This is an optimization exercise on Yosys and OpenROAD, whose aim is small area, a short achievable clock period and few clock cycles, not a production implementation. At most, simulation tests tie the RTL to the original design; equivalence was not proved. The RTL of runs 4 to 7 was laid out without a check of its function. No activity file was given, so power comes from the tool's default toggle rates.

[flow/run.sh]
#!/bin/bash
# The standard layout, with two changes to how it is made:
# - the smallest buffer on every input and output port (the standard flow's
#   buffer_ports otherwise picks a larger delay buffer);
# - synthesis does not map to the 3-input XOR/XNOR cells (slow on the CRC trees).
set -euo pipefail
export BUFFER_PORTS_ARGS="-buffer_cell sky130_fd_sc_hd__buf_1"
cd "$(dirname "$0")/.."
plat=$(make -s --no-print-directory -C "$FLOW_HOME" DESIGN_CONFIG="$PWD/config.mk" WORK_HOME="$PWD/orfs" print-DONT_USE_CELLS | sed -n 's/^DONT_USE_CELLS: //p')
extra="sky130_fd_sc_hd__xor3_1 sky130_fd_sc_hd__xor3_2 sky130_fd_sc_hd__xor3_4 sky130_fd_sc_hd__xnor3_1 sky130_fd_sc_hd__xnor3_2 sky130_fd_sc_hd__xnor3_4"
echo "DONT_USE_CELLS: $plat $extra" > dont_use.log
bash standard.sh DONT_USE_CELLS="$plat $extra" finish > standard.log 2>&1
[standard.sh]
#!/bin/bash
# synth_recipe.tcl (not shown) runs the flow's synth.tcl, then flattens the netlist and writes it again
# the make line also repeats each setting of config.mk as NAME=value (left out here)
make -C /OpenROAD-flow-scripts/flow DESIGN_CONFIG=/design/flow/config.mk WORK_HOME=/design/flow/orfs CLKGATE_MAP_FILE= SYNTH_SCRIPT=/design/flow/synth_recipe.tcl "${@:-finish}"
[config.mk]
export PLATFORM = sky130hd
export DESIGN_NAME = iono_xact
export DESIGN_NICKNAME = iono_xact
export VERILOG_FILES = /design/flow/design.v
export SDC_FILE = /design/flow/constraint.sdc
export NUM_CORES = 4
export LEC_CHECK = 0
export CAP_MARGIN = 20
export CORE_MARGIN = 2
export CORE_UTILIZATION = 40
export SETUP_SLACK_MARGIN = 2.4
export SLEW_MARGIN = 20
[constraint.sdc]
create_clock -name core_clock -period 5.0 [get_ports {clk}]
set_input_delay 1.0000 -clock core_clock [delete_from_list [all_inputs] [get_ports {clk}]]
set_output_delay 1.0000 -clock core_clock [all_outputs]
set_load 0.01 [all_outputs]
[design.v]
module iono_crc5 (
    input  wire [7:0] d2,
    input  wire [7:0] d1,
    input  wire [2:0] d0_top,
    output wire [4:0] crc
);
    assign crc[0] = ~(d2[6] ^ d2[5] ^ d2[4] ^ d1[7] ^ d1[5] ^ d1[2] ^ d1[1] ^ d0_top[2] ^ d0_top[1] ^ d0_top[0]);
    assign crc[1] = ~(d2[7] ^ d2[6] ^ d2[5] ^ d2[0] ^ d1[6] ^ d1[3] ^ d1[2] ^ d1[0] ^ d0_top[2] ^ d0_top[1]);
    assign crc[2] = ~(d2[7] ^ d2[5] ^ d2[4] ^ d2[1] ^ d1[5] ^ d1[4] ^ d1[3] ^ d1[2] ^ d1[0] ^ d0_top[1] ^ d0_top[0]);
    assign crc[3] = d2[6] ^ d2[5] ^ d2[2] ^ d1[6] ^ d1[5] ^ d1[4] ^ d1[3] ^ d1[1] ^ d0_top[2] ^ d0_top[1];
    assign crc[4] = d2[7] ^ d2[5] ^ d2[4] ^ d2[3] ^ d1[6] ^ d1[4] ^ d1[1] ^ d1[0] ^ d0_top[1] ^ d0_top[0];
endmodule
module iono_crc7 (
    input  wire [7:0] w1,
    input  wire [7:0] w0,
    output wire [6:0] crc
);
    assign crc[0] = ~(w1[7] ^ w1[6] ^ w1[4] ^ w1[3] ^ w1[2] ^ w1[1] ^ w0[5] ^ w0[4] ^ w0[3] ^ w0[2] ^ w0[1]);
    assign crc[1] = ~(w1[6] ^ w1[5] ^ w1[1] ^ w0[6] ^ w0[1] ^ w0[0]);
    assign crc[2] = w1[4] ^ w1[3] ^ w1[1] ^ w0[7] ^ w0[5] ^ w0[4] ^ w0[3] ^ w0[0];
    assign crc[3] = w1[5] ^ w1[4] ^ w1[2] ^ w1[0] ^ w0[6] ^ w0[5] ^ w0[4] ^ w0[1] ^ w0[0];
    assign crc[4] = w1[7] ^ w1[5] ^ w1[4] ^ w1[2] ^ w0[7] ^ w0[6] ^ w0[4] ^ w0[3];
    assign crc[5] = w1[7] ^ w1[5] ^ w1[4] ^ w1[2] ^ w1[1] ^ w1[0] ^ w0[7] ^ w0[3] ^ w0[2] ^ w0[1] ^ w0[0];
    assign crc[6] = w1[6] ^ w1[5] ^ w1[3] ^ w1[2] ^ w1[1] ^ w1[0] ^ w0[4] ^ w0[3] ^ w0[2] ^ w0[1] ^ w0[0];
endmodule
module iono_xact (
    input  wire        clk,
    input  wire        rst,
    input  wire        req_valid,
    output wire        req_ready,
    input  wire [2:0]  req_op,
    input  wire        req_bank,
    input  wire [6:0]  req_cmd,
    input  wire [7:0]  req_reg,
    input  wire [7:0]  req_data,
    output wire        rsp_valid,
    output wire        rsp_ok,
    output reg  [7:0]  rsp_value,
    output wire        ex_valid,
    input  wire        ex_ready,
    output wire [1:0]  ex_cs,
    output wire [23:0] ex_tx,
    input  wire        ex_rvalid,
    input  wire [23:0] ex_rx,
    output wire [1:0]  in_err,
    output wire [1:0]  out_err,
    output wire [1:0]  clr_pending,
    output wire [7:0]  in_inputs0,
    output wire [7:0]  in_inputs1
);
    localparam [2:0] OP_IN_READ   = 3'd0;
    localparam [2:0] OP_IN_WRITE  = 3'd1;
    localparam [2:0] OP_OUT_READ  = 3'd2;
    localparam [2:0] OP_OUT_WRITE = 3'd3;
    localparam [2:0] OP_OUT_CFG   = 3'd4;
    localparam [2:0] OP_CLEAR     = 3'd5;
    localparam [7:0]  OUT_CMD_READ_REG = 8'h7F;
    localparam [23:0] OUT_RT_FRAME     = 24'h050F03;   
    localparam [1:0]  ATTEMPTS_LAST    = 2'd2;
    reg        busy;       
    reg        vreq;       
    reg        rt;         
    reg        kin;        
    reg        wr;         
    reg        cfg;        
    reg        bank;
    reg [1:0]  attempt;
    reg        p1ok;       
    reg [15:0] f;          
    reg [6:0]  c;          
    reg        ok5r;       
    reg        ok7r;       
    reg [7:0]  r0r;        
    reg [1:0]  pin;        
    reg [1:0]  pout;       
    reg        q_k;        
    reg        q_o;        
    reg        q_ol;       
    reg        q_ok;       
    reg        r_k;        
    reg        r_o;        
    reg        g_c;        
    reg [1:0]  pc;         
    reg        rv0;        
    reg        rok0;       
    reg [1:0]  in_err_r, out_err_r, clr_r;
    reg [7:0]  in0_r, in1_r;
    wire rb = cfg && !wr;                             
    wire retry = (r_k && !ok5r) || (r_o && !ok7r);
    wire go    = g_c && ok7r;                         
    assign rsp_valid      = rv0 || (q_k && ok5r) || (q_o && ok7r) || (q_ol && !ok7r);
    assign rsp_ok         = rok0 || (q_k && ok5r) || (q_ok && ok7r);
    assign in_err[0]      = pin[0]  ? !ok5r : in_err_r[0];
    assign in_err[1]      = pin[1]  ? !ok5r : in_err_r[1];
    assign out_err[0]     = pout[0] ? !(q_ok && ok7r) : out_err_r[0];
    assign out_err[1]     = pout[1] ? !(q_ok && ok7r) : out_err_r[1];
    assign clr_pending[0] = clr_r[0] && !(pc[0] && ok7r);
    assign clr_pending[1] = clr_r[1] && !(pc[1] && ok7r);
    assign in_inputs0     = (pin[0] && ok5r) ? r0r : in0_r;
    assign in_inputs1     = (pin[1] && ok5r) ? r0r : in1_r;
    wire [7:0] tx_w1 = rb ? OUT_CMD_READ_REG : f[15:8];
    assign ex_tx     = rt ? OUT_RT_FRAME : {tx_w1, f[7:0], 1'b0, c};
    assign ex_cs     = {!kin, bank};
    assign ex_valid  = vreq || retry || (ex_rvalid && rt);
    assign req_ready = !busy;
    wire       acc_req = !busy && req_valid;
    wire       op_in   = (req_op == OP_IN_READ) || (req_op == OP_IN_WRITE);
    wire       op_wr   = (req_op == OP_OUT_WRITE) || (req_op == OP_OUT_CFG);
    wire       kbit    = clr_r[req_bank];      
    reg  [7:0] nw1, nw0;
    always @(*) begin
        case (req_op)
            OP_IN_READ:  begin nw1 = {1'b0, req_cmd}; nw0 = 8'h00; end
            OP_IN_WRITE: begin nw1 = {1'b1, req_cmd}; nw0 = req_data; end
            OP_OUT_READ: begin nw1 = OUT_CMD_READ_REG; nw0 = req_reg; end
            default:     begin nw1 = {kbit, req_cmd}; nw0 = req_data; end
        endcase
    end
    wire [4:0] t5_cmd, t5_dat, t5_0;
    wire [6:0] t7_cmd, t7_dat, t7_reg, t7_0;
    wire [7:0] rsrc = busy ? rsp_value : req_reg;    
    iono_crc5 u_t5c (.d2({1'b0, req_cmd}), .d1(8'h00),    .d0_top(3'b000), .crc(t5_cmd));
    iono_crc5 u_t5d (.d2(8'h80),           .d1(req_data), .d0_top(3'b000), .crc(t5_dat));
    iono_crc5 u_t50 (.d2(8'h00),           .d1(8'h00),    .d0_top(3'b000), .crc(t5_0));
    iono_crc7 u_t7c (.w1({kbit, req_cmd}), .w0(8'h00),    .crc(t7_cmd));
    iono_crc7 u_t7d (.w1(8'h00),           .w0(req_data), .crc(t7_dat));
    iono_crc7 u_t7r (.w1(OUT_CMD_READ_REG), .w0(rsrc),    .crc(t7_reg));
    iono_crc7 u_t70 (.w1(8'h00),           .w0(8'h00),    .crc(t7_0));
    wire [4:0] c5_in = req_op[0] ? (t5_cmd ^ t5_dat ^ t5_0) : t5_cmd;
    wire [6:0] c7_wr = t7_cmd ^ t7_dat ^ t7_0;
    reg  [6:0] n_c;
    always @(*) begin
        if (busy)       n_c = t7_reg;
        else if (op_in) n_c = {2'b00, c5_in};
        else if (op_wr) n_c = c7_wr;
        else            n_c = t7_reg;
    end
    wire [4:0] rx_c5;
    wire [6:0] rx_c7;
    iono_crc5 u_rx5 (.d2(ex_rx[23:16]), .d1(ex_rx[15:8]), .d0_top(ex_rx[7:5]), .crc(rx_c5));
    iono_crc7 u_rx7 (.w1(ex_rx[23:16]), .w0(ex_rx[15:8]), .crc(rx_c7));
    wire ok5 = (rx_c5 == ex_rx[4:0]);
    wire ok7 = (rx_c7 == ex_rx[6:0]);
    wire eq  = (ex_rx[15:8] == f[15:8]);
    wire ex_acc   = ex_valid && ex_ready;
    wire echo     = busy && ex_rvalid;
    wire echo_p1  = echo && wr && rt;                 
    wire echo_fin = echo && !(wr && rt);              
    wire [1:0] bk = {bank, !bank};
    wire last     = (attempt == ATTEMPTS_LAST);
    wire p1g      = p1ok || !wr;                      
    wire ldv = kin ? !f[15] : !wr;
    always @(posedge clk) begin
        if (rst) begin
            busy      <= 1'b0;
            vreq      <= 1'b0;
            rt        <= 1'b0;
            pin       <= 2'b00;
            pout      <= 2'b00;
            q_k       <= 1'b0;
            q_o       <= 1'b0;
            q_ol      <= 1'b0;
            r_k       <= 1'b0;
            r_o       <= 1'b0;
            g_c       <= 1'b0;
            pc        <= 2'b00;
            rv0       <= 1'b0;
            in_err_r  <= 2'b00;
            out_err_r <= 2'b00;
            clr_r     <= 2'b00;
            in0_r     <= 8'd0;
            in1_r     <= 8'd0;
        end else begin
            in_err_r  <= in_err;
            out_err_r <= out_err;
            clr_r     <= clr_pending;
            in0_r     <= in_inputs0;
            in1_r     <= in_inputs1;
            pin  <= (echo_fin && kin)  ? bk : 2'b00;
            pout <= (echo_fin && !kin) ? bk : 2'b00;
            q_k  <= echo_fin && kin;
            q_o  <= echo_fin && !kin && p1g && !(wr && cfg);
            q_ol <= echo_fin && !kin && last;
            r_k  <= echo_fin && kin && !last;
            r_o  <= echo_fin && !kin && !last && p1g;
            g_c  <= echo_fin && wr && cfg && p1ok;
            pc   <= (echo_fin && wr && f[15] && p1ok) ? bk : 2'b00;
            rv0  <= echo_fin && last && (kin || !p1g);
            if (ex_acc) begin
                vreq <= 1'b0;
                if (wr) rt <= !rt;
            end
            if (acc_req) begin
                if (req_op == OP_CLEAR)
                    clr_r[req_bank] <= 1'b1;
                if (req_op >= OP_CLEAR) begin
                    rv0 <= 1'b1;
                end else begin
                    busy <= 1'b1;
                    vreq <= 1'b1;
                end
            end
            if (echo_p1 && !ex_ready)
                vreq <= 1'b1;
            if (echo_fin && !kin && !last && !p1g)
                vreq <= 1'b1;
            if (rsp_valid)
                busy <= 1'b0;
            if (retry && !ex_ready)
                vreq <= 1'b1;
            if (go)
                vreq <= 1'b1;
        end
    end
    always @(posedge clk) begin
        ok5r <= ok5;
        ok7r <= ok7;
        r0r  <= ex_rx[23:16];
        q_ok <= echo_fin && !kin && p1g && (eq || !rb);
        rok0 <= acc_req && (req_op == OP_CLEAR);
        if (acc_req) begin
            bank     <= req_bank;
            attempt  <= 2'd0;
            kin      <= op_in;
            wr       <= op_wr;
            cfg      <= (req_op == OP_OUT_CFG);
            f        <= {nw1, nw0};
            c        <= n_c;
            case (req_op)
                OP_OUT_WRITE: rsp_value <= req_data;
                OP_OUT_CFG:   rsp_value <= req_reg;
                default:      rsp_value <= 8'd0;
            endcase
        end
        if (echo_p1)
            p1ok <= ok7;
        if (echo_fin && ldv)
            rsp_value <= ex_rx[15:8];
        if (echo_fin)
            attempt <= attempt + 2'd1;
        if (go) begin
            f       <= {f[7:0], rsp_value};
            c       <= n_c;
            wr      <= 1'b0;
            attempt <= 2'd0;
        end
    end
endmodule
==> results of run 1 <==
[path summary, 6_finish.rpt]
path,endpoint,cells after the start
hold reg to reg,attempt[1],2
hold / removal,attempt[1],2
setup reg to reg,rsp_value[1],4
setup / recovery,ex_tx[16],3
[metal layers]
metal / share of wire, % / vias to the layer above
li1: - / 2048
met1: 46 / 1935
met2: 45 / 144
met3: 6.3 / 30
met4: 2.6 / 0
met5: 0 / -
[critical path, cell delays in order (launching register included)]
cell	delay (ps)
dfxtp_1	520
nor2b_4	130
or3_1	340
buf_1	160
[power by group through the flow]
stage	logic (mW)	clock network [mW]	registers, mW
3_5_place_dp	0.558	0	0.854
4_1_cts	0.562	0.662	0.838
5_1_grt	0.614	0.700	0.845
3_3_place_gp	0.552	0	0.854
6_report	0.562	0.649	0.840
2_1_floorplan	0.436	0	0.837
[kinds of logic after synthesis]
family | Yosys count | synth area share [%]
adder cells (fa/ha/maj) | 1 | 0.230
XOR/XNOR | 155 | 27.0
AO/OA/AOI/OAI | 81 | 9.53
buffers and inverters | 45 | 4.05
other | 1 | 0.0690
flip-flops | 88 | 38.8
multiplexers | 25 | 5.15
AND/OR/NAND/NOR | 162 | 15.2
[registers in the layout, summed over array words and instances (netlist names), 2 cells and up]
signal and cells:
in0_r 8, rsp_value 8, pin 2, out_err_r 2, attempt 2, c 7, pc 2, r0r 8
in_err_r 2, pout 2, in1_r 8, f 16, clr_r 2
[cell type report]
class / instances / area [µm²]
clock buffer: 9 / 225
fill: 1317 / 7010
inverter: 10 / 37.5
timing repair buffer: 115 / 443
tap: 176 / 220
multi-input combinational: 425 / 3130
sequential: 88 / 2120
clock inverter: 7 / 57.6
[stage by stage]
stage                     instance area (µm²)  util (%)  worst slack [ps]
after floorplan                          5440         -              2600
after global placement                   5910      44.6              2170
after detailed placement                 5910      44.6              2070
after CTS                                6200      46.8              2360
after global routing                     6230      47.1              2420
final                                    6230      47.1              2490
[timing repair]
item / 4_1_cts / 5_1_grt
pin swaps: 0 / 0
hold buffers: 0 / 0
endpoints found under the hold margin: 0 / 0
gates resized for setup: 3 / 14
setup endpoints to repair: 44 / 60
[cells in the final DEF, fill, tap and decap left out, types with 4 or more instances in the layout]
cell type / synthesis / layout
xnor2_1: 101 / 101
xnor2_2: 12 / 12
o21ai_0: 10 / 10
inv_6: 0 / 4
mux2i_1: 5 / 5
edfxtp_1: 35 / 35
a31oi_1: 11 / 11
clkbuf_16: 0 / 9
mux2_2: 18 / 18
dfxtp_1: 53 / 50
nor3_1: 6 / 6
nand3_1: 5 / 5
buf_1: 0 / 108
nor2_1: 50 / 50
a21oi_1: 26 / 26
or2_2: 6 / 6
nand2_1: 31 / 28
and2_1: 7 / 7
o22a_1: 8 / 8
xor2_1: 41 / 41
inv_1: 9 / 9
a22oi_1: 10 / 10
nor2b_1: 40 / 39
clkbuf_2: 0 / 6
==> impl_metrics.yaml, run 1 <==
detailed_routing:
  routed_via_density: 5.01
  drt-initial-drc-count: 304
  firstDrtPassIters: 5
  totalWireLength_mm: 14.0
  drc: 0
  drtAntennaViolNets: 0
  via_count: 4157
  wl_per_cell_um: 16.9
logic_synthesis:
  netlist_top_cells_area: "dfxtp_1, edfxtp_1, xnor2_1"
  yosysMostFrequentCell: "xnor2_1"
  yosysWarnings: 1
  syn_nets: 615
  syn_inst: 558
  synth_cell_type_count: 51
  yosys.area.top_type: "dfxtp_1"
  synth.top_cells.by_count: "xnor2_1, dfxtp_1, nor2_1, xor2_1, nor2b_1"
  ys_ff_latch: 88
  synth_top_cell_area_share_pct: 19.5
  synth-async-reset-ratio_pct: 0
  netlist_area_mm2: 0.00544
  synth_flop_cell: "dfxtp_1"
  synth_edf_count: 35
  avgSynthCellArea_um2: 9.75
  yosysSeqAreaShare_pct: 38.8
cts:
  htreeDepth: 3
  cts.sinks: 88
  path_clk_slew_ps: 70
  clk_latency_ps: 350
  tritoncts: "built"
  cts_buffers: 9
  root_buffer: "clkbuf_16"
  post-cts-setup-buffer-count: 0
  cts.path.max_buffers: 2
sta:
  hold_ws_ps: 542
  slew_headroom_pct: 37.2
  tns_ps: 0
  slew_viol_final: 0
  hold_viol_final: 0
  min_period_ps: 2510
  tightest_slew_ps: 939
  max_freq_mhz: 399
  fin_skew_ps: 6.72
  rsz0062_at_grt: "false"
  finalSetupViolations: 0
  period_share_pct: 50.1
die:
  die_h_um: 121
  start_util_pct: 41.1
  core_mm2: 0.0132
  die_area_mm2: 0.0145
  die_w_um: 121
  row_count: 42
  ios: 116
power_and_ir_drop:
  p_total_mw: 2.05
  netSwitchingPower_uw: 654
  p_comb_share_pct: 27.4
  power_density_mw_per_mm2: 329
  seqPwrFrac_pct: 40.9
  peakVddDrop_uv: 154
  clock_power_share_pct: 31.7
  p_int_mw: 1.40
  power_switching_share_pct: 31.9
  p_leak_nw: 2.26
critical_path:
  worstSetupPathType: "reg2out"
  arrival_ps: 1510
  r2r_slack_ps: 2760
  crit_path_end_kind: "output port"
  cp-startpoint: "wr"
  required_ps: 4000
  r2r-start: "rt"
  worstSetupStartpointType: "flop"
  crit_fanout: 9
placement:
  dp_hpwl_mm: 11.0
  gp_congestion: 0.890
  numPortBuffers: 114
  placed_cells: 814
grt:
  grt_overflow: 0
  antenna_found_initial: 0
  grt_pass1_wl_mm: 22.0
  gr-usage-met2_pct: 30.5
  met1_usage_pct: 26.8
  grt_usage_pct: 19.8
  grt_pass1_vias: 4109
  grt_util_met3_pct: 4.58
  grt_max_degree: 30
  grt-busiest-layer: "met2"
hold_path:
  min-delay-start: "attempt[1]"
  hold_class: "reg2reg"
finish:
  syn2layout_area_growth_pct: 14.7
  antenna_cells: 0
  final_layout_size_suffix_gt1_share_pct: 11.6
  nets: 706
  finalNonFillerCells: 830
outcome:
  status: "timing/DRC/antenna clean"
job:
  maxCapViolCount: 0
Testbench counts, summed over its fixed seeds: cycles 10,194.
==> inputs of run 2 (changes only) <==
--- a/config.mk
+++ b/config.mk
@@ -6,4 +6,6 @@
 export NUM_CORES = 4
 export LEC_CHECK = 0
+export ABC_AREA = 1
+export ABC_CLOCK_PERIOD_IN_PS = 2000
 export CAP_MARGIN = 20
 export CORE_MARGIN = 2
==> run 2 against run 1 <==
  * Clock power grew 2%
  * Largest power group unchanged
  * Area after synthesis grew 25%
  * Synthesized cell count grew 94%
  * Maximum frequency shrank 0.25%
  * Sequential power is essentially flat
  * Cell area grew 24%
  * Register-to-register slack is essentially flat
  * Utilization shrank 0.68 points
  * Still clean on timing, DRC and antenna
  * Sequential share of layout area shrank 6.5 points
  * Global-route usage grew 2.5 points
  * Cell count grew 69%
==> impl_metrics.yaml, run 2 <==
outcome:
  status: "timing/DRC/antenna clean"
sta:
  fin_skew_ps: 9.08
  period_share_pct: 50.2
  rsz0062_at_grt: "true"
  finalSetupViolations: 0
  slew_viol_final: 0
  hold_viol_final: 0
  tightest_slew_ps: 938
  min_period_ps: 2510
  slew_headroom_pct: 37.3
  max_freq_mhz: 398
  tns_ps: 0
detailed_routing:
  totalWireLength_mm: 20.4
  drtAntennaViolNets: 0
  drc: 0
  via_count: 6854
  firstDrtPassIters: 5
  drt-initial-drc-count: 576
  routed_via_density: 4.87
  wl_per_cell_um: 14.5
logic_synthesis:
  yosys.area_share.simple_pct: 40.3
  synth_top_cell_area_share_pct: 21.5
  syn_nets: 1139
  syn_inst: 1082
  ys_ff_latch: 88
  synth-async-reset-ratio_pct: 0
  synth_edf_count: 35
  netlist_top_cells_area: "nand2_1, dfxtp_1, edfxtp_1"
  yosysSeqAreaShare_pct: 31.0
  synth_flop_cell: "dfxtp_1"
  synth.mux.area_fraction_pct: 0
  synth_cell_type_count: 39
  yosysWarnings: 1
  yosysMostFrequentCell: "nand2_1"
  synthAdderAreaFrac_pct: 0.183
  synth.top_cells.by_count: "nand2_1, inv_1, nor2_1, nand3_1, dfxtp_1"
  avgSynthCellArea_um2: 6.31
  yosys.area.top_type: "nand2_1"
  synth_xor_area_share_pct: 9.08
  synth_compound_area_share_pct: 8.34
  synth_top_family_by_area: "simple AND/OR/NAND/NOR gates"
  netlist_area_mm2: 0.00682
grt:
  grt_pass1_wl_mm: 31.4
  grt_usage_pct: 22.3
  antenna_found_initial: 0
  grt_max_degree: 36
  grt_overflow: 0
  grt_pass1_vias: 5946
job:
  maxCapViolCount: 0
hold_path:
  hold_path_depth: 2
  min-delay-start: "attempt[1]"
  holdPathEnd: "attempt[1]"
  hold_class: "reg2reg"
finish:
  utilization_pct: 46.4
  most-common-layout-cells: "nand2_1, inv_1, buf_1, nor2_1, nand3_1"
  final_layout_size_suffix_gt1_share_pct: 9.36
  antenna_cells: 0
  largest_reg_flops: 16
  fill_cells: 1788
  final_common_cell: "nand2_1"
  finalNonFillerCells: 1406
  largest-register: "f"
  syn2layout_area_growth_pct: 13.2
  nets: 1238
  final_cell_area_mm2: 0.00772
placement:
  dp_hpwl_mm: 16.1
  placed_cells: 1386
  gp_congestion: 0.925
  dpl-instance-area_mm2: 0.00734
  numPortBuffers: 114
cts:
  cts.path.max_buffers: 2
  root_buffer: "clkbuf_16"
  tritoncts: "built"
  cts.sinks: 88
  htreeDepth: 3
  postCtsHoldBufs: 0
  path_clk_slew_ps: 60
  cts_buffers: 9
  clk_latency_ps: 340
critical_path:
  arrival_ps: 2680
  crit_path_end_kind: "flop"
  r2r-start: "busy"
  r2r_slack_ps: 2770
  worstSetupStartpointType: "input port"
  required_ps: 5160
  worstSetupPathType: "in2reg"
  crit_fanout: 7
  timing.rr.end: "c[0]"
  r2r_cells: 3
power_and_ir_drop:
  power_density_mw_per_mm2: 279
  p_leak_nw: 4.05
  peakVddDrop_uv: 171
die:
  die_h_um: 135
  ios: 116
  start_util_pct: 41.0
  die_area_mm2: 0.0181
  row_count: 47
  die_w_um: 135
  core_mm2: 0.0166
==> run 2: worst max-delay path by stage <==
stage	endpoint	start	slack [ps]
3_5_place_dp	p1ok	ex_rx[9]	2040
6_report	p1ok	ex_rx[13]	2490
3_3_place_gp	p1ok	ex_rx[9]	2050
5_1_grt	p1ok	ex_rx[13]	2340
2_1_floorplan	c[2]	req_data[3]	2740
4_1_cts	in_inputs1[0]	ok5r	2380
==> run 2: timing repair <==
item,CTS,global route
endpoints found under the setup margin,74,44
resized for setup,8,17
pin swaps,0,2
buffers inserted,0,4
endpoints found under the hold margin,0,0
==> run 2: cell families (layout without fill, tap and decap cells) <==
family                   count (synthesis)  count (layout)
AND/OR/NAND/NOR                        643             643
buffers and inverters                  180             284
XOR/XNOR                                69              69
flip-flops                              88              88
adder cells (fa/ha/maj)                  1               1
other                                    1               1
AO/OA/AOI/OAI                          100             100
==> run 2: per-layer routing <==
metal,share of wire (%),vias to the layer above,global-route usage (%)
met2,42,249,33.1
met4,1.3,0,5.15
met5,0,-,0
met3,7.3,16,4.05
met1,49,3013,33.4
li1,-,3576,-
==> run 2: metrics by stage <==
step	setup WS [ps]	hold WS (ps)	power (mW)
2_1_floorplan	2740	447	1.32
3_3_place_gp	2050	461	1.49
3_5_place_dp	2040	463	1.49
6_report	2490	470	2.15
5_1_grt	2340	490	2.28
4_1_cts	2380	471	2.16
==> run 2: power by group <==
part / total (mW) / leakage (nW) / switching, mW / internal [mW]
logic: 0.649 / 3.12 / 0.430 / 0.219
clock network: 0.663 / 0.149 / 0.287 / 0.376
registers: 0.841 / 0.774 / 0.0402 / 0.801
==> run 2: final cells by class <==
class / instances / area (µm²) / share of cell area, %
multi-input combinational: 814 / 3990 / 51.7
clock buffer: 11 / 254 / 3.29
inverter: 148 / 556 / 7.19
timing repair buffer: 120 / 478 / 6.19
tap: 220 / 275 / 3.56
sequential: 88 / 2120 / 27.4
clock inverter: 5 / 46.3 / 0.599
==> run 2: critical path: stages <==
cell and delay, ps:
buf_1 400, inv_1 240, nand2_1 190, nand3_1 120
a21o_1 210, nand2_1 60, nand2_1 40, nand2_1 60
inv_1 50, nor2_1 90, nand2_1 50, nor2_1 170
==> inputs of run 3 (changes only) <==
--- a/config.mk
+++ b/config.mk
@@ -7,5 +7,5 @@
 export LEC_CHECK = 0
 export ABC_AREA = 1
-export ABC_CLOCK_PERIOD_IN_PS = 2000
+export ABC_CLOCK_PERIOD_IN_PS = 3500
 export CAP_MARGIN = 20
 export CORE_MARGIN = 2
==> run 3 against run 2 <==
  * Still clean
  * Die area unchanged
  * Utilization unchanged
  * Non-clock buffer count unchanged
  * Synthesized cell count unchanged
  * Cell count unchanged
  * Area after synthesis unchanged
  * Wire length unchanged
  * Critical endpoint unchanged
  * Largest power group unchanged
  * Highest routed layer unchanged
==> impl_metrics.yaml, run 3 <==
sta:
  finalSetupViolations: 0
  worst_slack_ps: 2490
  slew_viol_final: 0
  min_period_ps: 2510
  hold_ws_ps: 470
  period_share_pct: 50.2
  tns_ps: 0
  hold_viol_final: 0
  slew_headroom_pct: 37.3
  max_freq_mhz: 398
  fin_skew_ps: 9.08
  rsz0062_at_grt: "true"
  tightest_slew_ps: 938
detailed_routing:
  firstDrtPassIters: 5
  wl_per_cell_um: 14.5
  via_count: 6854
  drt-initial-drc-count: 576
  drc: 0
  totalWireLength_mm: 20.4
  drtAntennaViolNets: 0
  routed_via_density: 4.87
finish:
  nets: 1238
  final_layout_size_suffix_gt1_share_pct: 9.36
  finalNonFillerCells: 1406
  largest-register: "f"
  utilization_pct: 46.4
  syn2layout_area_growth_pct: 13.2
  largest_reg_flops: 16
  final_common_cell: "nand2_1"
  final_cell_area_mm2: 0.00772
  antenna_cells: 0
  most-common-layout-cells: "nand2_1, inv_1, buf_1, nor2_1, nand3_1"
power_and_ir_drop:
  p_leak_nw: 4.05
  power_density_mw_per_mm2: 279
  p_total_mw: 2.15
  peakVddDrop_uv: 171
logic_synthesis:
  synth.top_cells.by_count: "nand2_1, inv_1, nor2_1, nand3_1, dfxtp_1"
  synth_flop_cell: "dfxtp_1"
  synth-async-reset-ratio_pct: 0
  yosys.area.top_type: "nand2_1"
  syn_inst: 1082
  ys_ff_latch: 88
  syn_nets: 1139
  yosysMostFrequentCell: "nand2_1"
  yosysSeqAreaShare_pct: 31.0
  netlist_area_mm2: 0.00682
  yosysWarnings: 1
  synth_edf_count: 35
  netlist_top_cells_area: "nand2_1, dfxtp_1, edfxtp_1"
  synth_cell_type_count: 39
  avgSynthCellArea_um2: 6.31
  synth_top_cell_area_share_pct: 21.5
die:
  die_h_um: 135
  die_w_um: 135
  die_area_mm2: 0.0181
  row_count: 47
  ios: 116
  start_util_pct: 41.0
  core_mm2: 0.0166
critical_path:
  r2r_slack_ps: 2770
  worstSetupStartpointType: "input port"
  required_ps: 5160
  r2r-start: "busy"
  worstSetupPathType: "in2reg"
  timing.rr.end: "c[0]"
  arrival_ps: 2680
  crit_fanout: 7
  cp-startpoint: "ex_rx[13]"
  r2r_cells: 3
  crit_path_end_kind: "flop"
cts:
  cts.path.max_buffers: 2
  clk_latency_ps: 340
  cts_buffers: 9
  cts.sinks: 88
  tritoncts: "built"
  root_buffer: "clkbuf_16"
  postCtsHoldBufs: 0
  path_clk_slew_ps: 60
  htreeDepth: 3
hold_path:
  min-delay-start: "attempt[1]"
  holdPathEnd: "attempt[1]"
  hold_class: "reg2reg"
  hold_path_depth: 2
grt:
  grt_usage_pct: 22.3
  grt_pass1_wl_mm: 31.4
  grt_max_degree: 36
  grt_pass1_vias: 5946
  grt_overflow: 0
  antenna_found_initial: 0
placement:
  dpl-instance-area_mm2: 0.00734
  numPortBuffers: 114
  dp_slack_ps: 2040
  gp_congestion: 0.925
  dp_hpwl_mm: 16.1
  placed_cells: 1386
job:
  maxCapViolCount: 0
outcome:
  status: "timing/DRC/antenna clean"
## run 3: cell counts in the layout (fill, tap and decap cells not counted)
No cell type changed its count.
## run 3: per-layer routing
| layer | vias up | wire (µm) | GRT usage, % |
|---|---|---|---|
| li1 | 3576 | - | - |
| met2 | 249 | 8600 | 33.1 |
| met1 | 3013 | 10000 | 33.4 |
| met5 | - | 0 | 0 |
| met4 | 0 | 259 | 5.15 |
| met3 | 16 | 1490 | 4.05 |
## run 3: critical path: stages
cell	delay [ps]
buf_1	400
inv_1	240
nand2_1	190
nand3_1	120
a21o_1	210
nand2_1	60
nand2_1	40
nand2_1	60
inv_1	50
nor2_1	90
nand2_1	50
nor2_1	170
## run 3: logic make-up (layout without fill, tap and decap cells)
| kind of cell | after synthesis | count (layout) | share of synthesized area (%) |
|---|---|---|---|
| adder cells (fa/ha/maj) | 1 | 1 | 0.183 |
| AND/OR/NAND/NOR | 643 | 643 | 40.3 |
| other | 1 | 1 | 0.0550 |
| buffers and inverters | 180 | 284 | 11.1 |
| XOR/XNOR | 69 | 69 | 9.08 |
| AO/OA/AOI/OAI | 100 | 100 | 8.34 |
| flip-flops | 88 | 88 | 31.0 |
## run 3: worst max-delay path by stage
stage,to,cells after the start
after floorplan,c[2],13
after global placement,p1ok,13
after detailed placement,p1ok,13
after CTS,in_inputs1[0],6
after global routing,p1ok,13
final,p1ok,12
## run 3: cell type report
type / instances / area (µm²)
fill: 1788 / 8920
multi-input combinational: 814 / 3990
sequential: 88 / 2120
inverter: 148 / 556
timing repair buffer: 120 / 478
tap: 220 / 275
clock buffer: 11 / 254
clock inverter: 5 / 46.3
## run 3: power by group
part / internal [mW] / switching (mW)
registers: 0.801 / 0.0402
clock network: 0.376 / 0.287
logic: 0.219 / 0.430
## run 3: what timing repair did
action / in CTS / in global routing
pin swaps: 0 / 2
resized for setup: 8 / 17
setup endpoints to repair: 74 / 44
setup buffers: 0 / 4
==> inputs of run 4 (changes only) <==
--- a/design.v
+++ b/design.v
@@ -67,4 +67,5 @@
     reg [1:0]  attempt;
     reg        p1ok;       
+    reg        p1pend;     
     reg [15:0] f;          
     reg [6:0]  c;          
@@ -149,5 +150,6 @@
     wire [1:0] bk = {bank, !bank};
     wire last     = (attempt == ATTEMPTS_LAST);
-    wire p1g      = p1ok || !wr;                      
+    wire p1e      = p1pend ? ok7r : p1ok;             
+    wire p1g      = p1e || !wr;                       
     wire ldv = kin ? !f[15] : !wr;
     always @(posedge clk) begin
@@ -184,6 +186,6 @@
             r_k  <= echo_fin && kin && !last;
             r_o  <= echo_fin && !kin && !last && p1g;
-            g_c  <= echo_fin && wr && cfg && p1ok;
-            pc   <= (echo_fin && wr && f[15] && p1ok) ? bk : 2'b00;
+            g_c  <= echo_fin && wr && cfg && p1e;
+            pc   <= (echo_fin && wr && f[15] && p1e) ? bk : 2'b00;
             rv0  <= echo_fin && last && (kin || !p1g);
             if (ex_acc) begin
@@ -219,5 +221,5 @@
         q_ok <= echo_fin && !kin && p1g && (eq || !rb);
         rok0 <= acc_req && (req_op == OP_CLEAR);
-        if (acc_req) begin
+        if (!busy) begin
             bank     <= req_bank;
             attempt  <= 2'd0;
@@ -233,6 +235,7 @@
             endcase
         end
-        if (echo_p1)
-            p1ok <= ok7;
+        p1pend <= echo_p1;
+        if (p1pend)
+            p1ok <= ok7r;
         if (echo_fin && ldv)
             rsp_value <= ex_rx[15:8];
--- a/config.mk
+++ b/config.mk
@@ -6,6 +6,4 @@
 export NUM_CORES = 4
 export LEC_CHECK = 0
-export ABC_AREA = 1
-export ABC_CLOCK_PERIOD_IN_PS = 3500
 export CAP_MARGIN = 20
 export CORE_MARGIN = 2
==> run 4 against run 3 <==
  * Register-to-register slack worse by 40 ps
  * Maximum frequency is 0.78% lower
  * Flip-flop and latch count is 1 higher
  * Sequential share of layout area is 6.2 points higher
  * Die area is 19% lower
  * Combinational power is 3% lower
  * Critical path type is now reg2out
  * Critical endpoint is now ex_valid
  * Largest cell class unchanged
  * Largest power group unchanged
==> impl_metrics.yaml, run 4 <==
finish:
  multi_input_comb_area_mm2: 0.00317
  final_layout_size_suffix_gt1_share_pct: 10.8
  fill_cells: 1291
  antenna_cells: 0
  largest_reg_flops: 16
  most-common-layout-cells: "xnor2_1, buf_1, dfxtp_1, nor2_1, edfxtp_1"
  nets: 717
  finalNonFillerCells: 841
  syn2layout_area_growth_pct: 15.4
  final_common_cell: "xnor2_1"
  final-seq-area_mm2: 0.00213
  largest-register: "f"
detailed_routing:
  drt-initial-drc-count: 316
  drc: 0
  firstDrtPassIters: 5
  via_count: 4275
  totalWireLength_mm: 14.3
  wl_per_cell_um: 17.0
  routed_via_density: 5.08
  drtAntennaViolNets: 0
placement:
  dp_hpwl_mm: 11.1
  numPortBuffers: 114
  gp_congestion: 0.949
  placed_cells: 825
logic_synthesis:
  synth-async-reset-ratio_pct: 0
  yosysMostFrequentCell: "xnor2_1"
  synth.top_cells.by_count: "xnor2_1, dfxtp_1, nor2_1, edfxtp_1, nor2b_1"
  netlist_area_mm2: 0.00548
  ys_ff_latch: 89
  synth_cell_type_count: 50
  synth_edf_count: 34
  synth_top_cell_area_share_pct: 20.1
  yosysWarnings: 1
  syn_nets: 628
  syn_inst: 571
  netlist_top_cells_area: "dfxtp_1, xnor2_1, edfxtp_1"
  synth_flop_cell: "dfxtp_1"
  avgSynthCellArea_um2: 9.59
  yosysSeqAreaShare_pct: 38.7
  yosys.area.top_type: "dfxtp_1"
critical_path:
  worstSetupPathType: "reg2out"
  r2r_cells: 6
  required_ps: 4000
  worstSetupStartpointType: "flop"
  crit_fanout: 5
  arrival_ps: 1530
  crit_path_end_kind: "output port"
die:
  die_area_mm2: 0.0146
  core_mm2: 0.0133
  start_util_pct: 41.2
  die_h_um: 121
  die_w_um: 121
  row_count: 42
  ios: 116
power_and_ir_drop:
  p_leak_nw: 2.29
  p_total_mw: 2.22
  peakVddDrop_uv: 186
  power_density_mw_per_mm2: 351
outcome:
  status: "timing/DRC/antenna clean"
sta:
  rsz0062_at_grt: "false"
  slew_headroom_pct: 37.5
  max_freq_mhz: 395
  tns_ps: 0
  period_share_pct: 50.6
  finalSetupViolations: 0
  fin_skew_ps: 5.85
  tightest_slew_ps: 935
  hold_ws_ps: 486
  slew_viol_final: 0
  min_period_ps: 2530
  hold_viol_final: 0
cts:
  htreeDepth: 3
  cts.path.max_buffers: 2
  cts.sinks: 89
  postCtsHoldBufs: 0
  tritoncts: "built"
  path_clk_slew_ps: 70
  root_buffer: "clkbuf_16"
  clk_latency_ps: 340
  cts_buffers: 9
grt:
  grt-busiest-layer: "met2"
  met1_usage_pct: 26.7
  grt_overflow: 0
  antenna_found_initial: 0
  grt_max_degree: 31
  grt_pass1_wl_mm: 22.4
  grt_usage_pct: 19.9
  grt_util_met3_pct: 3.10
  grt_pass1_vias: 4149
  gr-usage-met2_pct: 32.7
job:
  maxCapViolCount: 0
hold_path:
  hold_path_depth: 2
  hold_class: "reg2reg"
[run 4: cell type report]
cell class	instances	area share [%]
clock buffer	9	3.56
clock inverter	7	1.46
inverter	12	0.712
multi-input combinational	432	50.1
sequential	89	33.6
tap	176	3.48
timing repair buffer	116	7.04
[run 4: per-stage QoR]
stage / utilization (%) / cell area [µm²] / worst slack (ps)
final: 47.6 / 6320 / 2470
after detailed placement: 44.9 / 5970 / 2030
after global placement: 44.9 / 5970 / 2100
after global routing: 47.6 / 6320 / 2360
after CTS: 47.4 / 6300 / 2400
after floorplan: - / 5480 / 2480
[run 4: kinds of logic after synthesis]
family	after synthesis	share of synthesized area, %
other	1	0.0685
xor gates and xnor gates	160	26.8
and+or+nand+nor	158	14.4
muxes	31	6.21
buffers and inverters	50	3.91
DFF	89	38.7
AOI/OAI and AO/OA	81	9.66
adders and majority gates	1	0.228
[run 4: worst paths after layout]
path	startpoint	end	slack, ps
worst max-delay path	ok5r	ex_valid	2470
worst min-delay path	clr_r[0]	clr_r[0]	490
worst max register to register	busy	c[2]	2730
worst min register to register	clr_r[0]	clr_r[0]	490
[run 4: timing repair]
action                     CTS  global route
setup endpoints to repair   45            16
cloned                       0             0
buffers inserted             0             0
gates resized for setup      7             6
[run 4: power by group]
group          switching [mW]  internal, mW  leakage, nW  total, mW
registers              0.0549         0.823        0.811      0.878
clock network           0.309         0.401        0.156      0.711
logic                   0.350         0.282         1.32      0.632
total                   0.714          1.51         2.29       2.22
[run 4: layer usage]
| layer | part of all wire (%) | routed length [µm] | vias to the layer above |
|---|---|---|---|
| met2 | 48 | 6880 | 120 |
| met1 | 46 | 6600 | 2034 |
| met5 | 0 | 0 | - |
| li1 | - | - | 2100 |
| met4 | 1.7 | 238 | 0 |
| met3 | 4.3 | 612 | 21 |
[run 4: worst max-delay path: stages (launching register included)]
cell      delay, ps
dfxtp_1         450
inv_1           130
a221oi_2        310
nand2_1         140
buf_1           160
==> inputs of run 5 (changes only) <==
--- a/design.v
+++ b/design.v
@@ -61,4 +61,6 @@
     reg        vreq;       
     reg        rt;         
+    reg        rtx;        
+    reg        rbf;        
     reg        kin;        
     reg        wr;         
@@ -74,4 +76,5 @@
     reg [7:0]  r0r;        
     reg [1:0]  pin;        
+    reg [1:0]  upd;        
     reg [1:0]  pout;       
     reg        q_k;        
@@ -87,5 +90,5 @@
     reg [1:0]  in_err_r, out_err_r, clr_r;
     reg [7:0]  in0_r, in1_r;
-    wire rb = cfg && !wr;                             
+    wire rb = rbf;                                    
     wire retry = (r_k && !ok5r) || (r_o && !ok7r);
     wire go    = g_c && ok7r;                         
@@ -98,8 +101,8 @@
     assign clr_pending[0] = clr_r[0] && !(pc[0] && ok7r);
     assign clr_pending[1] = clr_r[1] && !(pc[1] && ok7r);
-    assign in_inputs0     = (pin[0] && ok5r) ? r0r : in0_r;
-    assign in_inputs1     = (pin[1] && ok5r) ? r0r : in1_r;
-    wire [7:0] tx_w1 = rb ? OUT_CMD_READ_REG : f[15:8];
-    assign ex_tx     = rt ? OUT_RT_FRAME : {tx_w1, f[7:0], 1'b0, c};
+    assign in_inputs0     = upd[0] ? r0r : in0_r;
+    assign in_inputs1     = upd[1] ? r0r : in1_r;
+    wire [7:0] tx_w1 = rbf ? OUT_CMD_READ_REG : f[15:8];
+    assign ex_tx     = rtx ? OUT_RT_FRAME : {tx_w1, f[7:0], 1'b0, c};
     assign ex_cs     = {!kin, bank};
     assign ex_valid  = vreq || retry || (ex_rvalid && rt);
@@ -119,6 +122,5 @@
     end
     wire [4:0] t5_cmd, t5_dat, t5_0;
-    wire [6:0] t7_cmd, t7_dat, t7_reg, t7_0;
-    wire [7:0] rsrc = busy ? rsp_value : req_reg;    
+    wire [6:0] t7_cmd, t7_dat, t7_reg, t7_rb, t7_0;
     iono_crc5 u_t5c (.d2({1'b0, req_cmd}), .d1(8'h00),    .d0_top(3'b000), .crc(t5_cmd));
     iono_crc5 u_t5d (.d2(8'h80),           .d1(req_data), .d0_top(3'b000), .crc(t5_dat));
@@ -126,5 +128,6 @@
     iono_crc7 u_t7c (.w1({kbit, req_cmd}), .w0(8'h00),    .crc(t7_cmd));
     iono_crc7 u_t7d (.w1(8'h00),           .w0(req_data), .crc(t7_dat));
-    iono_crc7 u_t7r (.w1(OUT_CMD_READ_REG), .w0(rsrc),    .crc(t7_reg));
+    iono_crc7 u_t7r (.w1(OUT_CMD_READ_REG), .w0(req_reg), .crc(t7_reg));
+    iono_crc7 u_t7b (.w1(OUT_CMD_READ_REG), .w0(rsp_value), .crc(t7_rb));
     iono_crc7 u_t70 (.w1(8'h00),           .w0(8'h00),    .crc(t7_0));
     wire [4:0] c5_in = req_op[0] ? (t5_cmd ^ t5_dat ^ t5_0) : t5_cmd;
@@ -132,5 +135,5 @@
     reg  [6:0] n_c;
     always @(*) begin
-        if (busy)       n_c = t7_reg;
+        if (busy)       n_c = t7_rb;
         else if (op_in) n_c = {2'b00, c5_in};
         else if (op_wr) n_c = c7_wr;
@@ -158,5 +161,7 @@
             vreq      <= 1'b0;
             rt        <= 1'b0;
+            rtx       <= 1'b0;
             pin       <= 2'b00;
+            upd       <= 2'b00;
             pout      <= 2'b00;
             q_k       <= 1'b0;
@@ -180,4 +185,5 @@
             in1_r     <= in_inputs1;
             pin  <= (echo_fin && kin)  ? bk : 2'b00;
+            upd  <= (echo_fin && kin && ok5) ? bk : 2'b00;
             pout <= (echo_fin && !kin) ? bk : 2'b00;
             q_k  <= echo_fin && kin;
@@ -191,5 +197,8 @@
             if (ex_acc) begin
                 vreq <= 1'b0;
-                if (wr) rt <= !rt;
+                if (wr) begin
+                    rt  <= !rt;
+                    rtx <= !rt;
+                end
             end
             if (acc_req) begin
@@ -219,7 +228,8 @@
         ok7r <= ok7;
         r0r  <= ex_rx[23:16];
-        q_ok <= echo_fin && !kin && p1g && (eq || !rb);
+        q_ok <= echo_fin && !kin && p1g && (eq || !rbf);
         rok0 <= acc_req && (req_op == OP_CLEAR);
         if (!busy) begin
+            rbf      <= 1'b0;
             bank     <= req_bank;
             attempt  <= 2'd0;
@@ -246,4 +256,5 @@
             c       <= n_c;
             wr      <= 1'b0;
+            rbf     <= 1'b1;
             attempt <= 2'd0;
         end
==> run 5 against run 4 <==
  * Sequential power increased by 1%
  * Worst hold slack worse by 5.5 ps
  * Die area increased by 1.1%
  * Still clean
  * Combinational power shrank 0.9%
  * Cell count is 0.59% lower
  * Largest power group unchanged
  * Clock power is 2% lower
  * Worst setup slack worse by 29 ps
  * Largest cell class unchanged
==> impl_metrics.yaml, run 5 <==
cts:
  post-cts-setup-buffer-count: 0
  htreeDepth: 3
  tritoncts: "built"
  path_clk_slew_ps: 70
  cts_buffers: 9
  root_buffer: "clkbuf_16"
  postCtsHoldBufs: 0
  clk_latency_ps: 340
  cts.sinks: 92
  cts.path.max_buffers: 2
  ctsResizeCount: 4
detailed_routing:
  drtAntennaViolNets: 0
  drc: 0
  wl_per_cell_um: 17.2
  drt-initial-drc-count: 314
  via_count: 4188
  firstDrtPassIters: 5
  totalWireLength_mm: 14.4
  routed_via_density: 5.01
grt:
  grt_pass1_wl_mm: 22.2
  antenna_found_initial: 0
  grt_usage_pct: 19.8
  grt_pass1_vias: 4125
  grt_max_degree: 29
  grt_overflow: 0
die:
  start_util_pct: 40.4
  ios: 116
  row_count: 43
  die_h_um: 122
  die_area_mm2: 0.0148
  die_w_um: 122
  core_mm2: 0.0137
sta:
  min_period_ps: 2560
  finalSetupViolations: 0
  tns_ps: 0
  slew_viol_final: 0
  hold_ws_ps: 480
  tightest_slew_ps: 963
  rsz0062_at_grt: "false"
  max_freq_mhz: 390
  period_share_pct: 51.2
  fin_skew_ps: 4.32
  hold_viol_final: 0
  slew_headroom_pct: 35.6
  worst_slack_ps: 2440
power_and_ir_drop:
  clock_power_share_pct: 31.5
  p_leak_nw: 2.35
  p_int_mw: 1.51
  peakVddDrop_uv: 218
  power_switching_share_pct: 31.5
  power_density_mw_per_mm2: 347
  netSwitchingPower_uw: 695
  seqPwrFrac_pct: 40.1
  p_comb_share_pct: 28.4
logic_synthesis:
  syn_inst: 561
  synth_edf_count: 34
  synth_xor_area_share_pct: 26.7
  synth.top_cells.by_count: "xnor2_1, dfxtp_1, nor2_1, nor2b_1, edfxtp_1"
  ys_ff_latch: 92
  synth_top_cell_area_share_pct: 20.9
  yosys.area.top_type: "dfxtp_1"
  syn_nets: 618
  synthAdderAreaFrac_pct: 0.226
  synth_flop_cell: "dfxtp_1"
  yosys.area_share.simple_pct: 15.2
  synth-async-reset-ratio_pct: 0
  yosysMostFrequentCell: "xnor2_1"
  netlist_top_cells_area: "dfxtp_1, edfxtp_1, xnor2_1"
  synth_cell_type_count: 55
  netlist_area_mm2: 0.00554
  synth_compound_area_share_pct: 9.73
  synth.mux.area_fraction_pct: 4.74
  synth_top_family_by_area: "XOR/XNOR gates"
  yosysSeqAreaShare_pct: 39.4
  yosysWarnings: 1
  avgSynthCellArea_um2: 9.88
critical_path:
  r2r_cells: 2
  path_cells: "buf_1 -> xnor2_2 -> xnor2_4 -> xnor2_2 -> a21oi_1 -> a31o_1 -> o31a_1"
  crit_slowest_cell: "buf_1"
  crit_path_end_kind: "flop"
  crit_top_cell: "xnor2_2"
  required_ps: 5090
  crit_fanout: 5
  arrival_ps: 2660
  worst-path-buf-inv: 1
  max_stage_delay_ps: 380
  path_depth: 7
  critPathTopFamily: "XOR/XNOR gates"
  worstSetupStartpointType: "input port"
  worstSetupPathType: "in2reg"
finish:
  antenna_cells: 0
  most-common-layout-cells: "buf_1, xnor2_1, dfxtp_1, nor2_1, nor2b_1"
  largest_reg_flops: 16
  finalNonFillerCells: 836
  syn2layout_area_growth_pct: 14.8
  nets: 708
  largest-register: "f"
  final_common_cell: "buf_1"
  final_layout_size_suffix_gt1_share_pct: 10.4
placement:
  dp_slack_ps: 1990
  placed_cells: 820
  dp_hpwl_mm: 11.3
  gp_congestion: 0.967
  numPortBuffers: 114
outcome:
  status: "timing/DRC/antenna clean"
hold_path:
  hold_class: "reg2reg"
  hold_path_depth: 2
job:
  maxCapViolCount: 0
run 5: cell types whose count changed in the layout (fill, tap and decap cells not counted), sizes merged, moves of 3 or more:
cell   delta
and2      +3
dfxtp     +3
mux2      -3
mux2i     -4
nand2     +3
nand3     -6
nor2b     +6
nor4b     +4
o21ai     -6
o31a      +3
xnor2     -7
run 5: metal layers:
layer | vias to the layer above | global-route usage, % | share of wire (%)
met1 | 1977 | 25.4 | 44
met4 | 0 | 6.75 | 2.2
met2 | 138 | 33.3 | 48
met5 | - | 0 | 0
met3 | 19 | 4.21 | 6.0
li1 | 2054 | - | -
run 5: worst register-to-register path, delay by kind of cell, from the launching register on:
| kind | cells | cell delay (ps) |
|---|---|---|
| and+or+nand+nor | 2 | 1500 |
| DFF | 1 | 470 |
run 5: logic make-up (layout without fill, tap and decap cells):
family                     Yosys count  after routing
muxes                               24             24
and+or+nand+nor                    163            163
xor gates and xnor gates           152            152
adders and majority gates            1              1
DFF                                 92             92
AOI/OAI and AO/OA                   80             80
other                                1              1
buffers and inverters               48            143
run 5: cell type report:
| cell class | instances | area (µm²) |
|---|---|---|
| clock buffers | 11 | 264 |
| clock inverters | 5 | 46.3 |
| fillers | 1320 | 7350 |
| inverters | 11 | 41.3 |
| multi-input cells | 421 | 3160 |
| flip-flops and latches | 92 | 2180 |
| well taps | 180 | 225 |
| repair buffers | 116 | 443 |
run 5: path summary, 6_finish.rpt:
| check | start | to | slack [ps] |
|---|---|---|---|
| hold / removal | clr_r[0] | clr_r[0] | 480 |
| setup / recovery | req_data[3] | c[3] | 2440 |
| setup reg to reg | ok7r | f[3] | 2660 |
| hold reg to reg | clr_r[0] | clr_r[0] | 480 |
run 5: through the flow:
step | instance area [µm²] | util [%] | power, mW
floorplan | 5540 | - | 1.36
global placement | 6030 | 44.0 | 1.52
detailed placement | 6030 | 44.0 | 1.53
CTS | 6350 | 46.3 | 2.22
global route | 6360 | 46.4 | 2.31
finish | 6360 | 46.4 | 2.21
run 5: power groups by stage:
stage / clock, mW / sequential, mW / combinational (mW)
global placement: 0 / 0.904 / 0.618
CTS: 0.708 / 0.888 / 0.627
floorplan: 0 / 0.887 / 0.473
detailed placement: 0 / 0.905 / 0.624
finish: 0.696 / 0.887 / 0.626
global route: 0.735 / 0.894 / 0.684
==> inputs of run 6 (changes only) <==
--- a/config.mk
+++ b/config.mk
@@ -9,4 +9,4 @@
 export CORE_MARGIN = 2
 export CORE_UTILIZATION = 40
-export SETUP_SLACK_MARGIN = 2.4
+export SETUP_SLACK_MARGIN = 2.6
 export SLEW_MARGIN = 20
==> run 6 against run 5 <==
  * Highest routed layer unchanged
  * Sequential share of layout area down 0.87 points
  * Via count up 3.0%
  * Maximum frequency rose by 7.4%
  * Worst setup slack gained 180 ps
  * Power is essentially flat
  * Clock power decreased by 4.2%
  * Cell count up 1.7%
  * Register-to-register slack is essentially flat
  * Sequential power is 0.5% higher
==> impl_metrics.yaml, run 6 <==
outcome:
  status: "timing/DRC/antenna clean"
detailed_routing:
  drc: 0
  routed_via_density: 5.07
  via_count: 4313
  drt-initial-drc-count: 346
  drtAntennaViolNets: 0
  wl_per_cell_um: 17.6
  totalWireLength_mm: 14.9
  firstDrtPassIters: 5
placement:
  dpl-instance-area_mm2: 0.00604
  dp_slack_ps: 1910
  numPortBuffers: 114
  dp_hpwl_mm: 11.4
  gp_congestion: 0.984
  placed_cells: 819
die:
  row_count: 43
  ios: 116
  die_w_um: 122
  die_h_um: 122
  core_mm2: 0.0137
  die_area_mm2: 0.0148
  start_util_pct: 40.4
grt:
  grt_overflow: 0
  antenna_found_initial: 0
  grt_pass1_vias: 4318
  grt_max_degree: 29
  grt_pass1_wl_mm: 23.2
  grt_usage_pct: 20.6
critical_path:
  crit_fanout: 4
  crit_path_end_kind: "output port"
  r2r-start: "ok7r"
  required_ps: 4000
  timing.rr.end: "rtx"
  worstSetupStartpointType: "input port"
  worstSetupPathType: "in2out"
  r2r_slack_ps: 2660
  arrival_ps: 1380
  r2r_cells: 15
sta:
  fin_skew_ps: 7.30
  slew_viol_final: 0
  rsz0062_at_grt: "false"
  slew_headroom_pct: 43.3
  tns_ps: 0
  min_period_ps: 2380
  hold_viol_final: 0
  finalSetupViolations: 0
  tightest_slew_ps: 848
  hold_ws_ps: 508
  period_share_pct: 47.7
  worst_slack_ps: 2620
  max_freq_mhz: 420
finish:
  largest_reg_flops: 16
  finalNonFillerCells: 850
  final_common_cell: "xnor2_1"
  final_cell_area_mm2: 0.00657
  syn2layout_area_growth_pct: 18.6
  largest-register: "f"
  antenna_cells: 0
  final_layout_size_suffix_gt1_share_pct: 17.0
  most-common-layout-cells: "xnor2_1, buf_1, dfxtp_1, nor2_1, nor2b_1"
  nets: 722
logic_synthesis:
  yosysMostFrequentCell: "xnor2_1"
  avgSynthCellArea_um2: 9.88
  yosysWarnings: 1
  synth_cell_type_count: 55
  syn_inst: 561
  netlist_top_cells_area: "dfxtp_1, edfxtp_1, xnor2_1"
  yosys.area.top_type: "dfxtp_1"
  synth_edf_count: 34
  yosysSeqAreaShare_pct: 39.4
  synth_flop_cell: "dfxtp_1"
  synth-async-reset-ratio_pct: 0
  synth.top_cells.by_count: "xnor2_1, dfxtp_1, nor2_1, nor2b_1, edfxtp_1"
  syn_nets: 618
  netlist_area_mm2: 0.00554
  synth_top_cell_area_share_pct: 20.9
  ys_ff_latch: 92
hold_path:
  hold_path_depth: 2
  min-delay-start: "p1ok"
  holdPathEnd: "p1ok"
  hold_class: "reg2reg"
job:
  maxCapViolCount: 0
cts:
  cts_buffers: 9
  cts.path.max_buffers: 2
  path_clk_slew_ps: 60
  cts.sinks: 92
  root_buffer: "clkbuf_16"
  tritoncts: "built"
  htreeDepth: 3
  clk_latency_ps: 350
power_and_ir_drop:
  power_switching_share_pct: 32.5
  netSwitchingPower_uw: 718
  peakVddDrop_uv: 154
  seqPwrFrac_pct: 40.3
  power_density_mw_per_mm2: 337
  p_comb_share_pct: 29.6
  clock_power_share_pct: 30.2
  p_leak_nw: 2.49
  p_int_mw: 1.49
[run 6: how the worst max path moves through the flow]
stage / from / endpoint / slack, ps / depth (start not counted)
2_1_floorplan: req_cmd[1] / c[0] / 2630 / 7
3_3_place_gp: req_op[1] / c[5] / 2050 / 7
3_5_place_dp: req_op[1] / c[5] / 1910 / 7
4_1_cts: req_bank / c[0] / 2600 / 7
5_1_grt: ok7r / rtx / 2590 / 15
6_report: ex_rvalid / ex_valid / 2620 / 4
[run 6: area by class of cell]
type | count | area [µm²]
inverters | 11 | 41.3
fillers | 1334 | 7150
clock inverters | 7 | 65.1
repair buffers | 130 | 589
well taps | 180 | 225
clock buffers | 9 | 225
multi-input cells | 421 | 3230
flip-flops and latches | 92 | 2200
[run 6: kinds of logic (layout without fill, tap and decap cells)]
| family | after synthesis | count (layout) | share of synthesized area, % |
|---|---|---|---|
| AO/OA/AOI/OAI | 80 | 80 | 9.73 |
| XOR/XNOR | 152 | 152 | 26.7 |
| adder cells (fa/ha/maj) | 1 | 1 | 0.226 |
| buffers and inverters | 48 | 157 | 3.97 |
| flip-flops | 92 | 92 | 39.4 |
| multiplexers | 24 | 24 | 4.74 |
| other | 1 | 1 | 0.0677 |
| AND/OR/NAND/NOR | 163 | 163 | 15.2 |
[run 6: critical path, stage by stage]
cell and delay [ps]:
buf_8 110, nand2_4 70, nand2_4 50, buf_2 150
[run 6: what timing repair did]
item / CTS / global route
gates resized for setup: 26 / 24
hold endpoints to repair: 0 / 0
buffers inserted: 12 / 3
hold buffers: 0 / 0
setup endpoints to repair: 91 / 53
cloned: 0 / 0
pin swaps: 1 / 3
[run 6: through the flow]
step	total power, mW	util [%]
after floorplan	1.36	-
after global placement	1.52	44.0
after detailed placement	1.53	44.0
after CTS	2.21	47.2
after global routing	2.33	47.9
final	2.21	47.9
[run 6: power by group through the flow]
stage               clock network (mW)  registers [mW]  logic (mW)
finish                           0.667           0.891       0.654
global route                     0.717           0.899       0.710
CTS                              0.678           0.893       0.641
detailed placement                   0           0.910       0.618
global placement                     0           0.909       0.612
floorplan                            0           0.887       0.474
[run 6: layer usage]
layer  vias to the layer above  routed length [µm]  track usage [%]
li1                       2096                   -                -
met3                        21                 841             3.32
met5                         -                   0                0
met4                         0                 346             6.90
met1                      2039                6670             27.8
met2                       157                7070             33.7
==> inputs of run 7 (changes only) <==
--- a/flow/run.sh
+++ b/flow/run.sh
@@ -1,9 +1,9 @@
 #!/bin/bash
 # The standard layout, with two changes to how it is made:
-# - the smallest buffer on every input and output port (the standard flow's
+# - a small buffer (buf_2) on every input and output port (the standard flow's
 #   buffer_ports otherwise picks a larger delay buffer);
 # - synthesis does not map to the 3-input XOR/XNOR cells (slow on the CRC trees).
 set -euo pipefail
-export BUFFER_PORTS_ARGS="-buffer_cell sky130_fd_sc_hd__buf_1"
+export BUFFER_PORTS_ARGS="-buffer_cell sky130_fd_sc_hd__buf_2"
 cd "$(dirname "$0")/.."
 plat=$(make -s --no-print-directory -C "$FLOW_HOME" DESIGN_CONFIG="$PWD/config.mk" WORK_HOME="$PWD/orfs" print-DONT_USE_CELLS | sed -n 's/^DONT_USE_CELLS: //p')
--- a/config.mk
+++ b/config.mk
@@ -9,4 +9,4 @@
 export CORE_MARGIN = 2
 export CORE_UTILIZATION = 40
-export SETUP_SLACK_MARGIN = 2.6
+export SETUP_SLACK_MARGIN = 2.4
 export SLEW_MARGIN = 20
==> run 7 against run 6 <==
  * Worst setup slack worse by 95 ps
  * Register-to-register slack better by 20 ps
  * Sequential share of layout area grew 0.34 points
  * Combinational power shrank 1%
  * Non-clock buffer count is 15 lower
  * Critical endpoint unchanged
  * Still clean on timing, DRC and antenna
  * Critical path type is now reg2out
  * Via count fell by 3.2%
  * First-iteration DRC count decreased by 22%
  * Clock skew increased by 0.66 ps
  * Cell area fell by 1.6%
  * Critical path depth unchanged
  * Flip-flop and latch count did not move
==> impl_metrics.yaml, run 7 <==
outcome:
  status: "timing/DRC/antenna clean"
power_and_ir_drop:
  power_switching_share_pct: 31.0
  seqPwrFrac_pct: 40.6
  power_density_mw_per_mm2: 338
  netSwitchingPower_uw: 678
  p_total_mw: 2.19
  p_comb_share_pct: 29.5
  peakVddDrop_uv: 156
  p_leak_nw: 2.68
  p_int_mw: 1.51
  clock_power_share_pct: 29.8
critical_path:
  r2r_cells: 2
  critPathTopFamily: "flip-flops"
  crit_fanout: 10
  worst-path-buf-inv: 2
  max_stage_delay_ps: 460
  cp-startpoint: "ok7r"
  crit_path_end_kind: "output port"
  arrival_ps: 1480
  path_depth: 4
  crit_slowest_cell: "dfxtp_2"
  timing.rr.end: "c[2]"
  r2r_slack_ps: 2680
  r2r-start: "ok7r"
  required_ps: 4000
  worstSetupPathType: "reg2out"
  path_cells: "inv_1 -> a221oi_2 -> nand2_1 -> buf_2"
  endpoint: "ex_valid"
  worstSetupStartpointType: "flop"
logic_synthesis:
  synth_top_cell_area_share_pct: 20.9
  synth_cell_type_count: 55
  synth_edf_count: 34
  yosysWarnings: 1
  netlist_top_cells_area: "dfxtp_1, edfxtp_1, xnor2_1"
  netlist_area_mm2: 0.00554
  ys_ff_latch: 92
  synth-async-reset-ratio_pct: 0
  yosys.area.top_type: "dfxtp_1"
  yosysSeqAreaShare_pct: 39.4
  synth.top_cells.by_count: "xnor2_1, dfxtp_1, nor2_1, nor2b_1, edfxtp_1"
  syn_nets: 618
  avgSynthCellArea_um2: 9.88
  syn_inst: 561
  yosysMostFrequentCell: "xnor2_1"
  synth_flop_cell: "dfxtp_1"
detailed_routing:
  routed_via_density: 5.00
  drc: 0
  drt-initial-drc-count: 270
  drtAntennaViolNets: 0
  wl_per_cell_um: 17.5
  via_count: 4174
  totalWireLength_mm: 14.6
  firstDrtPassIters: 5
placement:
  dp_hpwl_mm: 11.4
  placed_cells: 819
  dp_slack_ps: 2100
  dpl-instance-area_mm2: 0.00617
  numPortBuffers: 114
  gp_congestion: 0.945
sta:
  tightest_slew_ps: 993
  period_share_pct: 49.6
  slew_headroom_pct: 33.6
  hold_viol_final: 0
  worst_slack_ps: 2520
  finalSetupViolations: 0
  max_freq_mhz: 404
  slew_viol_final: 0
  rsz0062_at_grt: "false"
  min_period_ps: 2480
  hold_ws_ps: 491
  tns_ps: 0
  fin_skew_ps: 7.96
cts:
  path_clk_slew_ps: 70
  postCtsHoldBufs: 0
  root_buffer: "clkbuf_16"
  cts.path.max_buffers: 2
  htreeDepth: 3
  cts_buffers: 9
  clk_latency_ps: 350
  cts.sinks: 92
  tritoncts: "built"
finish:
  fill_cells: 1325
  nets: 707
  largest_reg_flops: 16
  antenna_cells: 0
  largest-register: "f"
  utilization_pct: 47.1
  final_layout_size_suffix_gt1_share_pct: 27.4
  multi_input_comb_area_mm2: 0.00315
  finalNonFillerCells: 834
  final_cell_area_mm2: 0.00646
  final_common_cell: "buf_2"
  final-seq-area_mm2: 0.00218
  most-common-layout-cells: "buf_2, xnor2_1, dfxtp_1, nor2_1, nor2b_1"
  syn2layout_area_growth_pct: 16.6
grt:
  grt_overflow: 0
  grt_usage_pct: 20.4
  antenna_found_initial: 0
  grt_pass1_wl_mm: 22.8
  grt_pass1_vias: 4134
  grt_max_degree: 29
die:
  die_h_um: 122
  core_mm2: 0.0137
  die_area_mm2: 0.0148
  start_util_pct: 40.4
  ios: 116
  row_count: 43
  die_w_um: 122
job:
  maxCapViolCount: 0
hold_path:
  hold_class: "reg2reg"
  min-delay-start: "clr_r[0]"
-- run 7: cell counts after synthesis --
Identical to the previous run, type by type.
-- run 7: logic make-up after synthesis --
| logic type | share of synthesized area, % |
|---|---|
| buffers and inverters | 3.97 |
| adders and majority gates | 0.226 |
| muxes | 4.74 |
| AOI/OAI and AO/OA | 9.73 |
| DFF | 39.4 |
| and+or+nand+nor | 15.2 |
| xor gates and xnor gates | 26.7 |
| other | 0.0677 |
-- run 7: timing repair --
item,CTS,global route
setup endpoints to repair,12,4
setup buffers,0,0
resized for setup,3,1
-- run 7: final cells by class --
cell class	count	area share, %
Tap cell	180	3.48
Timing Repair Buffer	115	8.94
Multi-Input combinational cell	421	48.7
Clock buffer	11	3.93
Sequential cell	92	33.8
Inverter	11	0.639
Clock inverter	4	0.484
-- run 7: per-layer routing --
| layer | global-route usage [%] | wire [µm] | vias to the layer above | part of all wire [%] |
|---|---|---|---|---|
| li1 | - | - | 2059 | - |
| met4 | 6.82 | 265 | 0 | 1.8 |
| met2 | 34.0 | 7050 | 140 | 48 |
| met3 | 3.84 | 887 | 19 | 6.1 |
| met1 | 26.7 | 6390 | 1956 | 44 |
| met5 | 0 | 0 | - | 0 |
-- run 7: power groups by stage --
| stage | sequential (mW) | clock [mW] | combinational [mW] |
|---|---|---|---|
| 3_5_place_dp | 0.905 | 0 | 0.644 |
| 2_1_floorplan | 0.887 | 0 | 0.473 |
| 6_report | 0.888 | 0.653 | 0.646 |
| 5_1_grt | 0.895 | 0.695 | 0.703 |
| 4_1_cts | 0.889 | 0.667 | 0.648 |
| 3_3_place_gp | 0.904 | 0 | 0.638 |
-- run 7: worst min-delay path by stage --
| stage | endpoint | slack (ps) | cells past startpoint |
|---|---|---|---|
| 5_1_grt | clr_r[0] | 530 | 2 |
| 3_5_place_dp | clr_r[0] | 480 | 2 |
| 2_1_floorplan | g_c | 440 | 1 |
| 6_report | clr_r[0] | 490 | 2 |
| 4_1_cts | clr_r[0] | 490 | 2 |
| 3_3_place_gp | p1ok | 470 | 2 |
-- run 7: worst reg2reg max path: stages, from the launching register on --
cell and delay, ps:
dfxtp_2 460, nand2_1 510, nand2_1 970

-- static timing again, ports no longer ideal --
Ports are ideal in the flow. The routed layouts listed here were re-timed in OpenROAD.
Step 1 assumes that a clkbuf_16 drives the clock port and a buf_2 every other input.
Step 2 also shifts input and output timing later by t, the mid clock arrival at the registers, as if the neighbouring blocks saw the same clock.
Slacks: ideal ports / drivers / drivers and shift; pairs: ideal ports / drivers.
run | t, ns | slack for setup (ns) | worst setup path at the end | clock arrival spread, ns
run 1 | 0.381 | 2.494 / 2.449 / 2.175 | input to register | 0.008 / 0.008
run 2 | 0.376 | 2.488 / 2.457 / 2.124 | input to register | 0.009 / 0.009
run 3 | 0.376 | 2.488 / 2.457 / 2.124 | input to register | 0.009 / 0.009
run 4 | 0.382 | 2.468 / 2.424 / 2.154 | input to register | 0.008 / 0.008
run 5 | 0.378 | 2.439 / 2.451 / 2.073 | input to register | 0.004 / 0.005
run 6 | 0.382 | 2.616 / 2.575 / 2.241 | input to register | 0.009 / 0.009
run 7 | 0.380 | 2.522 / 2.486 / 2.181 | input to register | 0.008 / 0.008
After both steps every run listed still meets setup and hold. The setup slack of run 6, which loses most, moves by -0.041 ns with the drivers and by -0.375 ns with both steps.
